Source: an optimization exercise on an open RTL-to-GDS flow (aim: small area, a short achievable clock period and few clock cycles). Production flows keep margins and buffers that such runs may drop.
Function was checked by simulation only, so behaviour that the tests miss may differ from the original.
No activity file was given, so power comes from the tool's default toggle rates.

## run M
==> module frame_block_rdsel, before the edit <==
module frame_block_rdsel (
    input  wire [7:0]    lo_hot,
    input  wire [15:0]   hi_hot,
    input  wire [1023:0] slots,
    output wire [7:0]    q
);
    wire [127:0] rows;
    frame_block_rdrow u_row (.lo_hot(lo_hot), .slots(slots), .rows(rows));
    frame_block_rdcol u_col (.hi_hot(hi_hot), .rows(rows), .q(q));
endmodule
==> module frame_block_rdrow, before the edit <==
module frame_block_rdrow (
    input  wire [7:0]    lo_hot,
    input  wire [1023:0] slots,
    output reg  [127:0]  rows
);
    integer h, i;
    always @(*) begin
        for (h = 0; h < 16; h = h + 1) begin
            rows[h*8 +: 8] = 8'h00;
            for (i = 0; i < 8; i = i + 1)
                rows[h*8 +: 8] = rows[h*8 +: 8] | ({8{lo_hot[i]}} & slots[(h * 8 + i) * 8 +: 8]);
        end
    end
endmodule
==> module frame_block_rdcol, before the edit <==
module frame_block_rdcol (
    input  wire [15:0]  hi_hot,
    input  wire [127:0] rows,
    output reg  [7:0]   q
);
    integer h;
    always @(*) begin
        q = 8'h00;
        for (h = 0; h < 16; h = h + 1)
            q = q | ({8{hi_hot[h]}} & rows[h*8 +: 8]);
    end
endmodule
clock: 9.0 ns
lec_check: 0
cap_margin: 30
core_margin: 2
core_utilization: 55
cts_buf_list: sky130_fd_sc_hd__clkbuf_8 sky130_fd_sc_hd__clkbuf_16
cts_cluster_diameter: 80
cts_cluster_size: 25
place_density: 0.75
setup_slack_margin: 4
slew_margin: 30
synth_hierarchical: 1
synth_minimum_keep_size: 0
standard.sh (not shown) runs the stock make flow with config.mk's settings and CLKGATE_MAP_FILE= SYNTH_SCRIPT=/design/flow/synth_recipe.tcl, a recipe that flattens the netlist after the stock synthesis.
==> flow/flow/run.sh <==
#!/bin/bash
# The standard layout (standard.sh: standard synthesis, floorplan, place,
# CTS, route), with one change: buffer_ports makes the port buffers from the
# smallest buffer cell instead of the cell it picks by itself. Repair still
# resizes the buffers on critical ports. The full make output goes to
# standard_flow.log; ORFS's per-step logs stay under orfs/logs/.
set -euo pipefail
export BUFFER_PORTS_ARGS="-buffer_cell sky130_fd_sc_hd__buf_1"
bash standard.sh finish > standard_flow.log 2>&1
Run M reached the end of the flow, and the finished layout is clean on the timing, design-rule and antenna checks.
Testbench counts of run M, summed over its fixed seeds: cycles 12,749.
Changes in run Y relative to run M:
diff --git a/flow/design.v b/flow/design.v
--- a/flow/design.v
+++ b/flow/design.v
@@ -337,37 +337,19 @@
 endmodule
 module frame_block_rdsel (
     input  wire [7:0]    lo_hot,
     input  wire [15:0]   hi_hot,
     input  wire [1023:0] slots,
-    output wire [7:0]    q
+    output reg  [7:0]    q
 );
-    wire [127:0] rows;
-    frame_block_rdrow u_row (.lo_hot(lo_hot), .slots(slots), .rows(rows));
-    frame_block_rdcol u_col (.hi_hot(hi_hot), .rows(rows), .q(q));
-endmodule
-module frame_block_rdrow (
-    input  wire [7:0]    lo_hot,
-    input  wire [1023:0] slots,
-    output reg  [127:0]  rows
-);
-    integer h, i;
+    reg [7:0] grp;
+    integer   h, i;
     always @(*) begin
+        q = 8'h00;
         for (h = 0; h < 16; h = h + 1) begin
-            rows[h*8 +: 8] = 8'h00;
+            grp = 8'h00;
             for (i = 0; i < 8; i = i + 1)
-                rows[h*8 +: 8] = rows[h*8 +: 8] | ({8{lo_hot[i]}} & slots[(h * 8 + i) * 8 +: 8]);
+                grp = grp | ({8{lo_hot[i]}} & slots[(h * 8 + i) * 8 +: 8]);
+            q = q | ({8{hi_hot[h]}} & grp);
         end
     end
 endmodule
-module frame_block_rdcol (
-    input  wire [15:0]  hi_hot,
-    input  wire [127:0] rows,
-    output reg  [7:0]   q
-);
-    integer h;
-    always @(*) begin
-        q = 8'h00;
-        for (h = 0; h < 16; h = h + 1)
-            q = q | ({8{hi_hot[h]}} & rows[h*8 +: 8]);
-    end
-endmodule
### Flow results
Final-layout worst hold slack: run M and run Y compared, higher one is run M
On peak fanout along the critical path: between run M and run Y, it ends up lower for run Y.
Run Y against run M: global-route usage fell 0.81 points, total power +2.0%.
Run Y gives more data-path buffer share of cell area in the final layout than run M did.
Summary of run Y over run M: critical path depth picked up an extra 3, detailed placement HPWL now larger, number of cells on the worst reg-to-reg path climbed 1.
Time the worst path needs with I/O delays and setup: run Y vs run M up 0.084 ns
On global routing met2 resource utilization: run Y sits below run M.
Run Y ended up with a higher met3 wirelength from detailed routing than run M did.
Against run M, run Y comes in 0.17 points higher on initial cell density of the core.
The flip-flop and latch power on run M is in line with that on run Y.
When run Y is measured against run M, its count of inserted antenna diode cells turns out 1 higher.
Testbench counts of run Y, summed over its fixed seeds: cycles 12,749.

static timing again, ports no longer ideal:
The flow's constraints put no driver on any port. The routed layouts listed below were extracted and timed again, unchanged, in two steps.
Step 1: set_driving_cell puts a clkbuf_16 on clk and a buf_2 on each other input, an assumption about the parent block.
Step 2 also shifts input and output timing later by t, the mid clock arrival at the registers, as if the neighbouring blocks saw the same clock.
Slacks: ideal / step 1 / step 2; pairs: ideal / step 1.
run	shift t [ns]	setup WS [ns]	cell pins on the clock port's net
run M	0.718	2.969 / 2.865 / 2.865	1
run Y	0.716	2.885 / 2.737 / 2.737	1
After both steps setup and hold are still met in every run listed. The setup slack of run Y, which loses most, moves by -0.148 ns with the drivers and by -0.148 ns with both steps.
